Context: an optimization exercise on an open-source flow, tuned for small area, a short achievable clock period and few clock cycles. The choices shown serve that exercise and are no tape-out recipe. Where RTL was checked, it was by simulation tests only, not by an equivalence proof against the original. Power figures rest on the tool's default switching activity, not on a simulated workload.

## run 1
==> flow/design.v (excerpt) <==
module adb_kbd_translator (
    input  wire        clk,
    input  wire        rst_n,         
    input  wire        in_valid,
    output wire        in_ready,
    input  wire        in_clear,      
    input  wire [7:0]  in_len,        
    input  wire [63:0] in_data,       
    output wire        ev_valid,
    input  wire        ev_ready,
    output wire [7:0]  ev_data,
    output reg  [31:0] short_count
);
For scale: ~1,500 cells after synthesis.
clock: 8.0 ns
lec_check: 0
cap_margin: 20
core_margin: 2
core_utilization: 40
setup_slack_margin: 5.0
slew_margin: 20
run.sh (not shown) runs the stock make flow with config.mk's settings and CLKGATE_MAP_FILE= SYNTH_SCRIPT=/design/flow/synth_recipe.tcl, a recipe that flattens the netlist after the stock synthesis.
Run 1 completed end to end with timing, DRC and antenna clean.
--- input diff run 1..run 2 ---
- putting CTS_BUF_LIST at sky130_fd_sc_hd__clkbuf_4 sky130_fd_sc_hd__clkbuf_8 where nothing was set
- swapping 5.0 for 4.5 in SETUP_SLACK_MARGIN
==> flow/flow/run.sh (new file) <==
#!/bin/bash
# Standard layout, with plain buf_2 cells as the port buffers instead of the
# cell buffer_ports picks by default. Make's output goes to flow_make.log.
set -euo pipefail
export BUFFER_PORTS_ARGS="-buffer_cell sky130_fd_sc_hd__buf_2"
bash standard.sh > flow_make.log 2>&1
==> flow/standard.sh (new file) <==
#!/bin/bash
# synth_recipe.tcl (not shown) runs the flow's synth.tcl, then flattens the netlist and writes it again
# the make line also repeats each setting of config.mk as NAME=value (left out here)
make -C /OpenROAD-flow-scripts/flow DESIGN_CONFIG=/design/flow/config.mk WORK_HOME=/design/flow/orfs CLKGATE_MAP_FILE= SYNTH_SCRIPT=/design/flow/synth_recipe.tcl "${@:-finish}"
removed: flow/run.sh
### Flow results
Cell area | run 2 vs run 1 | run 2 smaller. Run 1 reports its endpoint of the most critical setup path as q1_d[0] while run 2 reports q1_d[1]. Compared with run 1, run 2 shows non-clock buffer count in the final layout lower by 30%. For switching power share of the total, run 2 and run 1 come out practically identical. Re final sum of negative setup slack: no difference whatsoever between run 2 and run 1. | clock power | run 2 vs run 1 | ≈ equal |. Comparing required time at the endpoint of the critical path for run 2 and run 1, the smaller number came from run 2.
Here is what was changed in the inputs of run 3 compared with run 2.
==> flow/run.sh (new file) <==
#!/bin/bash
# synth_recipe.tcl (not shown) runs the flow's synth.tcl, then flattens the netlist and writes it again
# the make line also repeats each setting of config.mk as NAME=value (left out here)
make -C /OpenROAD-flow-scripts/flow DESIGN_CONFIG=/design/flow/config.mk WORK_HOME=/design/flow/orfs CLKGATE_MAP_FILE= SYNTH_SCRIPT=/design/flow/synth_recipe.tcl finish
removed: flow/flow/run.sh
removed: flow/standard.sh
## What came out
Run 3 vs. run 2: post-cts gate resize count shows a reduction of 4, wire length grew by 1.6%, placer congestion estimate dropped 2.2%, antenna diode instance count went down, number of DRC markers in iteration 0 went down about 17%.
| met2 track demand over resource | run 3 vs run 2 | ≈ equal |
Of run 2 and run 3, the higher setup slack belongs to run 3.
Fraction of met3 tracks used by global routing ends up higher on run 3.
~same part of the total power dissipated in the clock network in run 2 and run 3
Compared with run 2, in run 3 final standard cell count with taps included and fillers excluded shows a reduction of 10, clock network contribution to total cell area shows a reduction of 0.20 points.
## Diff of input files: run 4 against run 3
- a deleted CTS_BUF_LIST that had been sky130_fd_sc_hd__clkbuf_4 sky130_fd_sc_hd__clkbuf_8
Across run 4 and run 3, the outcome is the same: a clean finish for every run.
Compared to run 3, run 4 reaches a higher achievable clock.
Status: share of the final layout cell area in sequential cells parity (run 3, run 4)
In the flow results for run 4 and run 3, the clock group share of total power is smaller on run 3.
Of the two values seen for end point of the critical path, q0_d[1] was produced by run 3 and rdy by run 4.
Run 4 and run 3 ended up with roughly the same wire length of the first global-routing pass.
In the flow results for run 4 and run 3, the critical path depth is smaller on run 4.
For run 3, the beginning of the critical path was pend[8], unlike run 4, where it was ev_ready.
Going from run 3 to run 4, maximum VDD drop went up about 13%, layout overhead on the synthesized area shows no meaningful change.
Function was not checked in any run of this note: the RTL went through the layout flow alone.


Another version of the RTL of adb_kbd_translator (not shown whole).
Size: about 1600 cells after synthesis, ~160 flip-flops, about 120 I/O pins.
Settings: LEC_CHECK=0, CAP_MARGIN=20, CORE_MARGIN=2, CORE_UTILIZATION=40, CTS_BUF_LIST=sky130_fd_sc_hd__clkbuf_4 sky130_fd_sc_hd__clkbuf_8, SETUP_SLACK_MARGIN=4.3, SLEW_MARGIN=20; clock period 8.0 ns.
standard.sh (not shown) runs the stock make flow with config.mk's settings and CLKGATE_MAP_FILE= SYNTH_SCRIPT=/design/flow/synth_recipe.tcl, a recipe that flattens the netlist after the stock synthesis.
==> flow/flow/run.sh <==
#!/bin/bash
# Standard layout, with plain buf_2 cells as the port buffers instead of the
# cell buffer_ports picks by default. Make's output goes to flow_make.log.
set -euo pipefail
export BUFFER_PORTS_ARGS="-buffer_cell sky130_fd_sc_hd__buf_2"
bash standard.sh > flow_make.log 2>&1
Testbench counts at the start, summed over its fixed seeds: cycles 2,446.
==> next run, changes <==
==> flow/flow/run.sh (replaced) <==
#!/bin/bash
# Standard layout, with plain buf_1 cells as the port buffers instead of the
# cell buffer_ports picks by default. Make's output goes to flow_make.log.
set -euo pipefail
export BUFFER_PORTS_ARGS="-buffer_cell sky130_fd_sc_hd__buf_1"
bash standard.sh > flow_make.log 2>&1
SETUP_SLACK_MARGIN = 4.5   (was 4.3)
First-iteration DRC count went up by 2.1%.
Hold slack improved by 9.5 ps.
Critical path depth went down by 1.
Wire length grows by 1.4%.
Via count went up by 1.3%.
Total power falls by about 0.3%.
Count of clock-buffer cells in the layout went up by 2.
Cell count barely changes.
Global-route usage is higher by 0.20 points.
Utilization increases by 0.58 points.
==> next run, changes <==
==> flow/flow/run.sh (replaced) <==
#!/bin/bash
# Standard layout, with plain buf_2 cells as the port buffers instead of the
# cell buffer_ports picks by default. Make's output goes to flow_make.log.
set -euo pipefail
export BUFFER_PORTS_ARGS="-buffer_cell sky130_fd_sc_hd__buf_2"
bash standard.sh > flow_make.log 2>&1
After rerunning: Die area stays the same. Wire length goes down by about 1.8%. Via count decreases by about 0.34%. Combinational power goes down by about 5%. Power is lower by about 2.8%. Non-clock buffer count is higher by 5. Sequential power hardly moves. Register-to-register slack gets worse by 30 ps. Synthesized area does not change. Clock power falls by 4.0%. First-iteration DRC count rises by about 10%.


adb_kbd_translator, a different RTL version from the one above (not shown whole).
Size in the first run: ~170 flip-flops, roughly 120 I/O pins.
Settings: LEC_CHECK=0, CAP_MARGIN=20, CORE_MARGIN=2, CORE_UTILIZATION=40, CTS_BUF_LIST=sky130_fd_sc_hd__clkbuf_8, SETUP_SLACK_MARGIN=4.8, SLEW_MARGIN=20; clock period 8.0 ns.
==> flow/flow/run.sh <==
#!/bin/bash
# Standard layout, with plain buf_2 cells as the port buffers instead of the
# cell buffer_ports picks by default. Make's output goes to flow_make.log.
set -euo pipefail
export BUFFER_PORTS_ARGS="-buffer_cell sky130_fd_sc_hd__buf_2"
bash standard.sh > flow_make.log 2>&1
Testbench counts at the start, summed over its fixed seeds: cycles 2,446.
==> next run, changes <==
--- a/flow/config.mk
+++ b/flow/config.mk
@@ -12 +12 @@
-export SETUP_SLACK_MARGIN = 4.8
+export SETUP_SLACK_MARGIN = 4.7
@@ -13,0 +14 @@
+export TNS_END_PERCENT = 0
Outcome: Die area does not change. Sequential share of layout area is higher by 0.84 points. Design area is lower by 3.0%.
==> next run, changes <==
--- a/flow/config.mk
+++ b/flow/config.mk
@@ -10,2 +10,2 @@
-export CORE_UTILIZATION = 40
-export CTS_BUF_LIST = sky130_fd_sc_hd__clkbuf_8
+export CORE_UTILIZATION = 50
+export CTS_BUF_LIST = sky130_fd_sc_hd__clkbuf_8 sky130_fd_sc_hd__clkbuf_16
@@ -14 +13,0 @@
-export TNS_END_PERCENT = 0
Outcome: Sequential cell count stays the same; sequential share of layout area goes down by 0.75 points; global-route usage goes up by 5.7 points; clock skew hardly moves; synthesized area stays the same; final area goes up by a few percent.
==> next run, changes <==
--- a/flow/config.mk
+++ b/flow/config.mk
@@ -10,3 +10,3 @@
-export CORE_UTILIZATION = 50
-export CTS_BUF_LIST = sky130_fd_sc_hd__clkbuf_8 sky130_fd_sc_hd__clkbuf_16
-export SETUP_SLACK_MARGIN = 4.7
+export CORE_UTILIZATION = 40
+export CTS_BUF_LIST = sky130_fd_sc_hd__clkbuf_8
+export SETUP_SLACK_MARGIN = 4.5
- The changed run completed with no timing, DRC or antenna violations
- clock-buffer cell count does not change
- utilization drops by 13 points
- clock skew goes up by 4.3 ps
- power falls by 8.2%
- design area falls by 3.3%
- combinational power is lower by about 3%
- sequential power hardly moves


trial 73:
adb_kbd_translator, a different RTL version from the one above (not shown whole).
For scale: ~1,500 cells after synthesis, ~160 flip-flops, roughly 120 I/O pins, ~13,000 sq um of cells after synthesis.
Settings: LEC_CHECK=0, CAP_MARGIN=20, CORE_MARGIN=2, CORE_UTILIZATION=40, CTS_BUF_LIST=sky130_fd_sc_hd__clkbuf_8, CTS_CLUSTER_DIAMETER=50, SETUP_SLACK_MARGIN=4.5, SLEW_MARGIN=20; clock period 8.0 ns.
Scripts as last shown in full above: flow/flow/run.sh
Trial 73 closes out successfully: all stages finished, all timing, DRC and antenna checks passed.
Testbench counts of trial 73, summed over its fixed seeds: cycles 2,446.
The inputs of trial 2 differ from those of trial 73 as listed below.
Settings: a deleted CTS_CLUSTER_DIAMETER that had been 50.
==> comparison <==
Comparing trial 2 against trial 73, there is no change at all in number of rows in the core area.
Trial 2 and trial 73 ended up with nearly the same number of filler cells placed in the layout.
In terms of total power, trial 73 and trial 2 differ only marginally.
Reported for trial 2 and trial 73, share of the clock period used by the worst path turned out identical to the last digit.
Re wire length of the first global-routing pass: no difference whatsoever between trial 73 and trial 2.


## 03-27
RTL: one of the versions met above, not the one the previous note started from.
For scale: roughly 1500 cells after synthesis, about 170 flip-flops, about 13000 um2 of cells after synthesis.
clock: 8.0 ns
lec_check: 0
cap_margin: 20
core_margin: 2
core_utilization: 40
cts_buf_list: sky130_fd_sc_hd__clkbuf_8
setup_slack_margin: 4.7
slew_margin: 20
Scripts as last shown in full above: flow/flow/run.sh
No stage failed in 03-27, and the final checks on the layout all came back clean.
Testbench counts of 03-27, summed over its fixed seeds: cycles 2,446.
#### Input delta (01-28 over 03-27)
- a change of SETUP_SLACK_MARGIN from 4.7 to 4.9
[summary]
Comparing 03-27 and 01-28, the lower share of total power in the clock network was measured on 01-28. Diff 03-27..01-28 | remaining antenna violation count after routing | unchanged. Sort 03-27 and 01-28 by summed area of non-filler cells in the final layout desc -> top: 01-28. Looking at total length of routed wires, 01-28 sits above 03-27. Count of plain and timing-repair buffers went up by more than a quarter going from 03-27 to 01-28. The static leakage in 01-28 was higher than what 03-27 gave. Via count (01-28 over 03-27): increase, 2.0%. DRC marker count from the first detailed-route iteration, 01-28 vs 03-27: down by more than 10%. Summary — clock tree cell share of total cell area, 01-28 relative to 03-27: lower, by 0.35 points. Looking at met1 track demand over resource, 01-28 sits 0.35 points below 03-27. Compare 03-27 and 01-28 | power in combinational cells higher: 01-28.

afterwards: timing with drivers on the ports:
The results above use ideal ports. As a check the final layouts listed here were re-extracted and re-timed, cells and wires unchanged. Step 1: set_driving_cell puts a clkbuf_16 on clk and a buf_2 on each other input, an assumption about the parent block. Step 2 also shifts input and output timing later by t, the mid clock arrival at the registers, as if the neighbouring blocks saw the same clock. Slacks: ideal ports / drivers / drivers and shift; pairs: ideal ports / drivers.
run | t (ns) | setup WS [ns] | worst setup path after step 2
run 1 | 0.577 | 4.666 / 4.666 / 4.104 | input to register
run 2 | 0.589 | 4.482 / 4.482 / 3.979 | input to register
run 3 | 0.593 | 4.523 / 4.523 / 4.007 | input to register
run 4 | 0.571 | 4.542 / 4.542 / 3.972 | input to register
the first run of note 2 | 0.530 | 4.297 / 4.297 / 3.873 | input to register
the second run of note 2 | 0.506 | 4.389 / 4.389 / 4.034 | input to register
the third run of note 2 | 0.516 | 4.362 / 4.362 / 4.057 | input to register
the first run of note 3 | 0.521 | 4.791 / 4.791 / 4.298 | input to register
the second run of note 3 | 0.538 | 4.610 / 4.635 / 4.097 | input to register
the third run of note 3 | 0.477 | 4.700 / 4.731 / 4.254 | input to register
the fourth run of note 3 | 0.526 | 4.546 / 4.574 / 4.047 | input to register
trial 73 | 0.502 | 4.416 / 4.410 / 3.908 | input to register
trial 2 | 0.502 | 4.416 / 4.410 / 3.908 | input to register
03-27 | 0.550 | 4.753 / 4.783 / 4.234 | input to register
01-28 | 0.528 | 4.869 / 4.875 / 4.347 | input to register
After both steps every run listed still meets setup and hold. For run 4, which loses most, drivers alone change the setup slack by 0.000 ns; drivers and shift together by -0.570 ns.
